This is an optimization exercise on Yosys and OpenROAD, whose aim is small area and a short achievable clock period, not a production implementation. In this exercise RTL edits were held to simulation tests only and were not proved equivalent to the original. No activity file was given, so power comes from the tool's default toggle rates.

==> flow/design.v <==
module rdm630_core (
    input  wire         clk,
    input  wire         rst,         
    input  wire         rx_valid,
    input  wire [7:0]   rx_data,
    output wire         rx_ready,
    input  wire         eval,
    output wire         res_valid,
    output wire [1:0]   res,
    output wire         fvalid,
    output wire [111:0] frame,
    output wire         xst,
    output wire [39:0]  card,
    output wire [7:0]   csum,
    output wire [7:0]   p6
);
    localparam [7:0] START_B = 8'h02;
    localparam [7:0] END_B   = 8'h03;
    reg [4:0]   cursor;      
    reg         in_frame;
    reg         ok;          
    reg [7:0]   buf_q [0:13];
    reg [111:0] frame_q;     
    reg         fvalid_q;
    wire full = cursor[4];                   
    assign rx_ready = !full && !rst;
    wire fire     = rx_valid && rx_ready;
    wire is_start = (rx_data == START_B);
    wire is_end   = (rx_data == END_B);
    wire is_hex   = ((rx_data >= 8'h30) && (rx_data <= 8'h39)) ||
                    ((rx_data >= 8'h41) && (rx_data <= 8'h46));
    wire st    = fire && is_start;               
    wire app   = fire && in_frame && !is_start;  
    wire c13 = (cursor == 5'd13);
    wire c14 = (cursor == 5'd14);
    wire c15 = (cursor >= 5'd15);
    wire [4:0] cursor_rx   = st ? 5'd1 : app ? cursor + 5'd1 : cursor;
    wire       in_frame_rx = st ? 1'b1 : (app && is_end) ? 1'b0 : in_frame;
    wire       ok_rx       = st ? 1'b1 :
                             app ? (ok && (c13 ? is_end : is_hex)) : ok;
    wire [13:0] we;
    genvar g;
    generate
        for (g = 0; g < 14; g = g + 1) begin : g_we
            if (g == 0)
                assign we[g] = st || (app && cursor == 5'd0);
            else
                assign we[g] = app && (cursor == g);
        end
    endgenerate
    wire do_eval = eval && !rst;
    wire apnd  = in_frame && !full;                  
    wire [1:0] r0 = c15 ? 2'd3 : c14 ? (ok ? 2'd1 : 2'd2) : 2'd0;
    wire [1:0] ra = (c14 || c15) ? 2'd3 : c13 ? 2'd2 : 2'd0;   
    wire [1:0] re = (c14 || c15) ? 2'd3 : c13 ? (ok ? 2'd1 : 2'd2) : 2'd0;
    wire [1:0] pn = apnd ? ra : r0;
    wire [1:0] pe = apnd ? re : r0;
    wire [1:0] ps = full ? r0 : 2'd0;
    assign res_valid = do_eval;
    rdm630_res u_res (
        .rx_valid (rx_valid),
        .rx_data  (rx_data),
        .r0       (r0),
        .pn       (pn),
        .pe       (pe),
        .ps       (ps),
        .res      (res)
    );
    wire cap  = do_eval && (cursor_rx == 5'd14);
    wire over = do_eval && (cursor_rx >  5'd14);
    always @(posedge clk) begin
        if (rst) begin
            cursor   <= 5'd0;
            in_frame <= 1'b0;
            fvalid_q <= 1'b0;
            ok       <= 1'b0;
        end else begin
            in_frame <= in_frame_rx;
            if (cap || over) begin
                cursor   <= 5'd0;
                ok       <= 1'b0;
                fvalid_q <= cap && ok_rx;
            end else begin
                cursor   <= cursor_rx;
                ok       <= ok_rx;
            end
        end
    end
    integer i;
    always @(posedge clk) begin
        for (i = 0; i < 14; i = i + 1)
            if (we[i])
                buf_q[i] <= rx_data;
    end
    wire [7:0] byte13 = we[13] ? rx_data : buf_q[13];
    always @(posedge clk) begin
        if (cap) begin
            for (i = 0; i < 13; i = i + 1)
                frame_q[111-8*i -: 8] <= buf_q[i];
            frame_q[7:0] <= byte13;
        end
    end
    assign fvalid = fvalid_q;
    assign xst    = !fvalid_q;
    assign frame  = frame_q;
    function [3:0] hexval;
        input [7:0] c;
        begin
            hexval = {c[3] | c[6],
                      c[2] | (c[6] & c[1] & c[0]),
                      c[1] ^ (c[6] & c[0]),
                      c[0] ^ c[6]};
        end
    endfunction
    wire [7:0] pair [0:5];
    generate
        for (g = 0; g < 6; g = g + 1) begin : g_pair
            assign pair[g] = {hexval(frame_q[111-8*(1+2*g) -: 8]),
                              hexval(frame_q[111-8*(2+2*g) -: 8])};
        end
        for (g = 0; g < 5; g = g + 1) begin : g_card
            assign card[39-8*g -: 8] = pair[g];
        end
    endgenerate
    assign csum = pair[0] ^ pair[1] ^ pair[2] ^ pair[3] ^ pair[4];
    assign p6   = pair[5];
endmodule
module rdm630_res (
    input  wire       rx_valid,
    input  wire [7:0] rx_data,
    input  wire [1:0] r0,
    input  wire [1:0] pn,
    input  wire [1:0] pe,
    input  wire [1:0] ps,
    output wire [1:0] res
);
    wire mark = (rx_data[7:1] == 7'b0000001);    
    wire [1:0] res_mark  = !rx_valid ? r0 : rx_data[0] ? pe : ps;
    wire [1:0] res_other = !rx_valid ? r0 : pn;
    assign res = mark ? res_mark : res_other;
endmodule
Settings: LEC_CHECK=0, ABC_AREA=1, CAP_MARGIN=20, CORE_MARGIN=2, CORE_UTILIZATION=40, CTS_BUF_LIST=sky130_fd_sc_hd__clkbuf_16, CTS_CLUSTER_DIAMETER=80, CTS_CLUSTER_SIZE=30, SETUP_SLACK_MARGIN=5, SLEW_MARGIN=20, SYNTH_HIERARCHICAL=1, SYNTH_MINIMUM_KEEP_SIZE=0; clock period 10.0 ns.
standard.sh (not shown) runs the stock make flow with config.mk's settings and CLKGATE_MAP_FILE= SYNTH_SCRIPT=/design/flow/synth_recipe.tcl, a recipe that flattens the netlist after the stock synthesis.
==> flow/flow/run.sh <==
#!/bin/bash
set -euo pipefail
bash standard.sh \
    "BUFFER_PORTS_ARGS=-buffer_cell sky130_fd_sc_hd__buf_1" \
    finish > flow_make.log 2>&1
Change:
--- a/flow/design.v
+++ b/flow/design.v
@@ -100,33 +100,18 @@
             frame_q[7:0] <= byte13;
         end
     end
     assign fvalid = fvalid_q;
     assign xst    = !fvalid_q;
     assign frame  = frame_q;
-    function [3:0] hexval;
-        input [7:0] c;
-        begin
-            hexval = {c[3] | c[6],
-                      c[2] | (c[6] & c[1] & c[0]),
-                      c[1] ^ (c[6] & c[0]),
-                      c[0] ^ c[6]};
-        end
-    endfunction
-    wire [7:0] pair [0:5];
-    generate
-        for (g = 0; g < 6; g = g + 1) begin : g_pair
-            assign pair[g] = {hexval(frame_q[111-8*(1+2*g) -: 8]),
-                              hexval(frame_q[111-8*(2+2*g) -: 8])};
-        end
-        for (g = 0; g < 5; g = g + 1) begin : g_card
-            assign card[39-8*g -: 8] = pair[g];
-        end
-    endgenerate
-    assign csum = pair[0] ^ pair[1] ^ pair[2] ^ pair[3] ^ pair[4];
-    assign p6   = pair[5];
+    rdm630_xtr u_xtr (
+        .frame (frame_q),
+        .card  (card),
+        .csum  (csum),
+        .p6    (p6)
+    );
 endmodule
 module rdm630_res (
     input  wire       rx_valid,
     input  wire [7:0] rx_data,
     input  wire [1:0] r0,
     input  wire [1:0] pn,
@@ -136,6 +121,35 @@
 );
     wire mark = (rx_data[7:1] == 7'b0000001);    
     wire [1:0] res_mark  = !rx_valid ? r0 : rx_data[0] ? pe : ps;
     wire [1:0] res_other = !rx_valid ? r0 : pn;
     assign res = mark ? res_mark : res_other;
 endmodule
+module rdm630_xtr (
+    input  wire [111:0] frame,
+    output wire [39:0]  card,
+    output wire [7:0]   csum,
+    output wire [7:0]   p6
+);
+    function [3:0] hexval;
+        input [7:0] c;
+        begin
+            hexval = {c[3] | c[6],
+                      c[2] | (c[6] & c[1] & c[0]),
+                      c[1] ^ (c[6] & c[0]),
+                      c[0] ^ c[6]};
+        end
+    endfunction
+    wire [7:0] pair [0:5];
+    genvar g;
+    generate
+        for (g = 0; g < 6; g = g + 1) begin : g_pair
+            assign pair[g] = {hexval(frame[111-8*(1+2*g) -: 8]),
+                              hexval(frame[111-8*(2+2*g) -: 8])};
+        end
+        for (g = 0; g < 5; g = g + 1) begin : g_card
+            assign card[39-8*g -: 8] = pair[g];
+        end
+    endgenerate
+    assign csum = pair[0] ^ pair[1] ^ pair[2] ^ pair[3] ^ pair[4];
+    assign p6   = pair[5];
+endmodule
What happened: Register-to-register slack got worse by 0.07 ns; count of clock-buffer cells in the layout is higher by 2; sequential power hardly moves; final area rises by 4.5%; critical path depth stays the same; total power rises by about 4.5%; area after synthesis rose by about 4%; setup slack improves by 0.014 ns; die area came out higher by 3.9%.

Another version of the RTL of rdm630_core (not shown whole).
Size in the first run: roughly 190 I/O pins, about 8400 um^2 of cells after synthesis.
// rdm630_core
module rdm630_core (
    input  wire         clk,
    input  wire         rst,         
    input  wire         rx_valid,
    input  wire [7:0]   rx_data,
    output wire         rx_ready,
    input  wire         eval,
    output wire         res_valid,
    output wire [1:0]   res,
    output wire         fvalid,
    output wire [111:0] frame,
    output wire         xst,
    output wire [39:0]  card,
    output wire [7:0]   csum,
    output wire [7:0]   p6
);
    localparam [7:0] START_B = 8'h02;
    localparam [7:0] END_B   = 8'h03;
    reg [4:0]   cpos;        
    reg         in_frame;
    reg         ok;          
    reg [111:0] sr;          
    reg [111:0] frame_q;     
    reg         fvalid_q;
    wire full = cpos[4] && cpos[1];          
    assign rx_ready = !full && !rst;
    wire fire     = rx_valid && rx_ready;
    wire mark, mark_n;
    rdm630_mark u_mark (
        .d      (rx_data[7:1]),
        .mark   (mark),
        .mark_n (mark_n)
    );
    wire is_start = mark && !rx_data[0];
    wire is_end   = mark &&  rx_data[0];
    wire is_hex   = ((rx_data >= 8'h30) && (rx_data <= 8'h39)) ||
                    ((rx_data >= 8'h41) && (rx_data <= 8'h46));
    wire st    = fire && is_start;               
    wire app   = fire && in_frame && !is_start;  
    wire c13 = (cpos == 5'd15);                          
    wire c14 = cpos[4] && !cpos[1] && !cpos[0];          
    wire c15 = cpos[4] && (cpos[1] || cpos[0]);          
    wire [4:0] cpos_rx     = st ? 5'd3 : app ? cpos + 5'd1 : cpos;
    wire       in_frame_rx = st ? 1'b1 : (app && is_end) ? 1'b0 : in_frame;
    wire       ok_rx       = st ? 1'b1 :
                             app ? (ok && (c13 ? is_end : is_hex)) : ok;
    wire shift = fire && (in_frame || is_start);
    wire [111:0] sr_next = ({112{shift}}  & {sr[103:0], rx_data}) |
                           ({112{!shift}} & sr);
    wire do_eval = eval && !rst;
    wire apnd  = in_frame && !full;                  
    wire [1:0] r0 = c15 ? 2'd3 : c14 ? (ok ? 2'd1 : 2'd2) : 2'd0;
  ...
==> module rdm630_core, before the edit <==
module rdm630_core (
    input  wire         clk,
    input  wire         rst,         
    input  wire         rx_valid,
    input  wire [7:0]   rx_data,
    output wire         rx_ready,
    input  wire         eval,
    output wire         res_valid,
    output wire [1:0]   res,
    output wire         fvalid,
    output wire [111:0] frame,
    output wire         xst,
    output wire [39:0]  card,
    output wire [7:0]   csum,
    output wire [7:0]   p6
);
    localparam [7:0] START_B = 8'h02;
    localparam [7:0] END_B   = 8'h03;
    reg [4:0]   cpos;        
    reg         in_frame;
    reg         ok;          
    reg [111:0] sr;          
    reg [111:0] frame_q;     
    reg         fvalid_q;
    wire full = cpos[4] && cpos[1];          
    assign rx_ready = !full && !rst;
    wire fire     = rx_valid && rx_ready;
    wire mark, mark_n;
    rdm630_mark u_mark (
        .d      (rx_data[7:1]),
        .mark   (mark),
        .mark_n (mark_n)
    );
    wire is_start = mark && !rx_data[0];
    wire is_end   = mark &&  rx_data[0];
    wire is_hex   = ((rx_data >= 8'h30) && (rx_data <= 8'h39)) ||
                    ((rx_data >= 8'h41) && (rx_data <= 8'h46));
    wire st    = fire && is_start;               
    wire app   = fire && in_frame && !is_start;  
    wire c13 = (cpos == 5'd15);                          
    wire c14 = cpos[4] && !cpos[1] && !cpos[0];          
    wire c15 = cpos[4] && (cpos[1] || cpos[0]);          
    wire [4:0] cpos_rx     = st ? 5'd3 : app ? cpos + 5'd1 : cpos;
    wire       in_frame_rx = st ? 1'b1 : (app && is_end) ? 1'b0 : in_frame;
    wire       ok_rx       = st ? 1'b1 :
                             app ? (ok && (c13 ? is_end : is_hex)) : ok;
    wire shift = fire && (in_frame || is_start);
    wire [111:0] sr_next = ({112{shift}}  & {sr[103:0], rx_data}) |
                           ({112{!shift}} & sr);
    wire do_eval = eval && !rst;
    wire apnd  = in_frame && !full;                  
    wire [1:0] r0 = c15 ? 2'd3 : c14 ? (ok ? 2'd1 : 2'd2) : 2'd0;
    wire [1:0] ra = (c14 || c15) ? 2'd3 : c13 ? 2'd2 : 2'd0;   
    wire [1:0] re = (c14 || c15) ? 2'd3 : c13 ? (ok ? 2'd1 : 2'd2) : 2'd0;
    wire [1:0] pn = apnd ? ra : r0;
    wire [1:0] pe = apnd ? re : r0;
    wire [1:0] ps = full ? r0 : 2'd0;
    assign res_valid = do_eval;
    rdm630_res u_res (
        .rx_valid (rx_valid),
        .mark     (mark),
        .mark_n   (mark_n),
        .d0       (rx_data[0]),
        .r0       (r0),
        .pn       (pn),
        .pe       (pe),
        .ps       (ps),
        .res      (res)
    );
    wire cap  = do_eval && !st && (app ? c13 : c14);
    wire over = do_eval && !st && (app ? (c14 || c15) : c15);
    always @(posedge clk) begin
        if (rst) begin
            cpos     <= 5'd2;
            in_frame <= 1'b0;
            fvalid_q <= 1'b0;
            ok       <= 1'b0;
        end else begin
            in_frame <= in_frame_rx;
            if (cap || over) begin
                cpos     <= 5'd2;
                ok       <= 1'b0;
                fvalid_q <= cap && ok_rx;
            end else begin
                cpos     <= cpos_rx;
                ok       <= ok_rx;
            end
        end
    end
    always @(posedge clk) begin
        sr <= sr_next;
        if (cap)
            frame_q <= sr_next;
    end
    assign fvalid = fvalid_q;
    assign xst    = !fvalid_q;
    assign frame  = frame_q;
    rdm630_xtr u_xtr (
        .frame (frame_q),
        .card  (card),
        .csum  (csum),
        .p6    (p6)
    );
endmodule
export LEC_CHECK = 0
export CAP_MARGIN = 20
export CORE_MARGIN = 2
export CORE_UTILIZATION = 70
export CTS_BUF_LIST = sky130_fd_sc_hd__clkbuf_16
export CTS_CLUSTER_DIAMETER = 80
export CTS_CLUSTER_SIZE = 30
export PLACE_DENSITY = 0.85
export SETUP_SLACK_MARGIN = 5
export SLEW_MARGIN = 20
export SYNTH_HIERARCHICAL = 1
export SYNTH_MINIMUM_KEEP_SIZE = 0
create_clock -name core_clock -period 10.0 [get_ports {clk}]
==> flow/flow/run.sh <==
#!/bin/bash
set -euo pipefail
bash standard.sh \
    "SYNTH_SCRIPT=$PWD/flow/my_synth.tcl" \
    "BUFFER_PORTS_ARGS=-buffer_cell sky130_fd_sc_hd__buf_1" \
    "PRE_IO_PLACEMENT_TCL=$PWD/flow/io.tcl" \
    SETUP_SLACK_MARGIN=5.35 \
    finish > flow_make.log 2>&1
Other scripts of this flow, unchanged in this note and not shown: flow/flow/hand_cells.v, flow/flow/io.tcl, flow/flow/my_synth.tcl
Then changed:
--- a/flow/design.v
+++ b/flow/design.v
@@ -14,17 +14,17 @@
     output wire [7:0]   csum,
     output wire [7:0]   p6
 );
     localparam [7:0] START_B = 8'h02;
     localparam [7:0] END_B   = 8'h03;
-    reg [4:0]   cpos;        
+    reg [4:0]   cursor;      
     reg         in_frame;
     reg         ok;          
     reg [111:0] sr;          
     reg [111:0] frame_q;     
     reg         fvalid_q;
-    wire full = cpos[4] && cpos[1];          
+    wire full = cursor[4];                   
     assign rx_ready = !full && !rst;
     wire fire     = rx_valid && rx_ready;
     wire mark, mark_n;
     rdm630_mark u_mark (
         .d      (rx_data[7:1]),
@@ -35,14 +35,14 @@
     wire is_end   = mark &&  rx_data[0];
     wire is_hex   = ((rx_data >= 8'h30) && (rx_data <= 8'h39)) ||
                     ((rx_data >= 8'h41) && (rx_data <= 8'h46));
     wire st    = fire && is_start;               
     wire app   = fire && in_frame && !is_start;  
-    wire c13 = (cpos == 5'd15);                          
-    wire c14 = cpos[4] && !cpos[1] && !cpos[0];          
-    wire c15 = cpos[4] && (cpos[1] || cpos[0]);          
-    wire [4:0] cpos_rx     = st ? 5'd3 : app ? cpos + 5'd1 : cpos;
+    wire c13 = (cursor == 5'd13);
+    wire c14 = (cursor == 5'd14);
+    wire c15 = (cursor >= 5'd15);
+    wire [4:0] cursor_rx   = st ? 5'd1 : app ? cursor + 5'd1 : cursor;
     wire       in_frame_rx = st ? 1'b1 : (app && is_end) ? 1'b0 : in_frame;
     wire       ok_rx       = st ? 1'b1 :
                              app ? (ok && (c13 ? is_end : is_hex)) : ok;
     wire shift = fire && (in_frame || is_start);
     wire [111:0] sr_next = ({112{shift}}  & {sr[103:0], rx_data}) |
@@ -69,22 +69,22 @@
     );
     wire cap  = do_eval && !st && (app ? c13 : c14);
     wire over = do_eval && !st && (app ? (c14 || c15) : c15);
     always @(posedge clk) begin
         if (rst) begin
-            cpos     <= 5'd2;
+            cursor   <= 5'd0;
             in_frame <= 1'b0;
             fvalid_q <= 1'b0;
             ok       <= 1'b0;
         end else begin
             in_frame <= in_frame_rx;
             if (cap || over) begin
-                cpos     <= 5'd2;
+                cursor   <= 5'd0;
                 ok       <= 1'b0;
                 fvalid_q <= cap && ok_rx;
             end else begin
-                cpos     <= cpos_rx;
+                cursor   <= cursor_rx;
                 ok       <= ok_rx;
             end
         end
     end
     always @(posedge clk) begin
Outcome: Cell area shrinks by 1.2%. Worst setup slack degrades by 8.2 ps. Clock skew shrinks by 13 ps. Maximum frequency stays flat. Sequential share of layout area grows by 0.70 points. Die area grows by 0.53%. Cell count shrinks by 0.90%. First-iteration DRC count shrinks by 34%.

[afterwards: timing with drivers on the ports]
The flow's constraints put no driver on any port. The routed layouts listed below were extracted and timed again, unchanged, in two steps.
Step 1: set_driving_cell puts a clkbuf_16 on clk and a buf_2 on each other input, an assumption about the parent block.
Step 2 adds t to the input delays and takes it off the output delays; t is the mean of the earliest and latest rising clock arrival at the registers after step 1. Input paths then give back, and output paths get back, about the clock's delay inside the block.
Slacks: ideal ports / drivers / drivers and shift; pairs: ideal ports / drivers.
run | t, ns | setup slack, ns | worst hold slack (ns) | worst slew at a driven data input, ns
the first run of note 1 | 0.487 | 5.099 / 5.074 / 4.906 | 0.422 / 0.422 / 0.422 | 0.03
the second run of note 1 | 0.496 | 5.113 / 5.088 / 4.947 | 0.420 / 0.420 / 0.420 | 0.03
the first run of note 2 | 0.494 | 5.274 / 5.227 / 5.227 | 0.475 / 0.475 / 0.475 | 0.07
the second run of note 2 | 0.486 | 5.266 / 5.229 / 5.008 | 0.484 / 0.484 / 0.484 | 0.06
After both steps setup and hold are still met in every run listed. The setup slack of the second run of note 2, which loses most, moves by -0.037 ns with the drivers and by -0.258 ns with both steps.
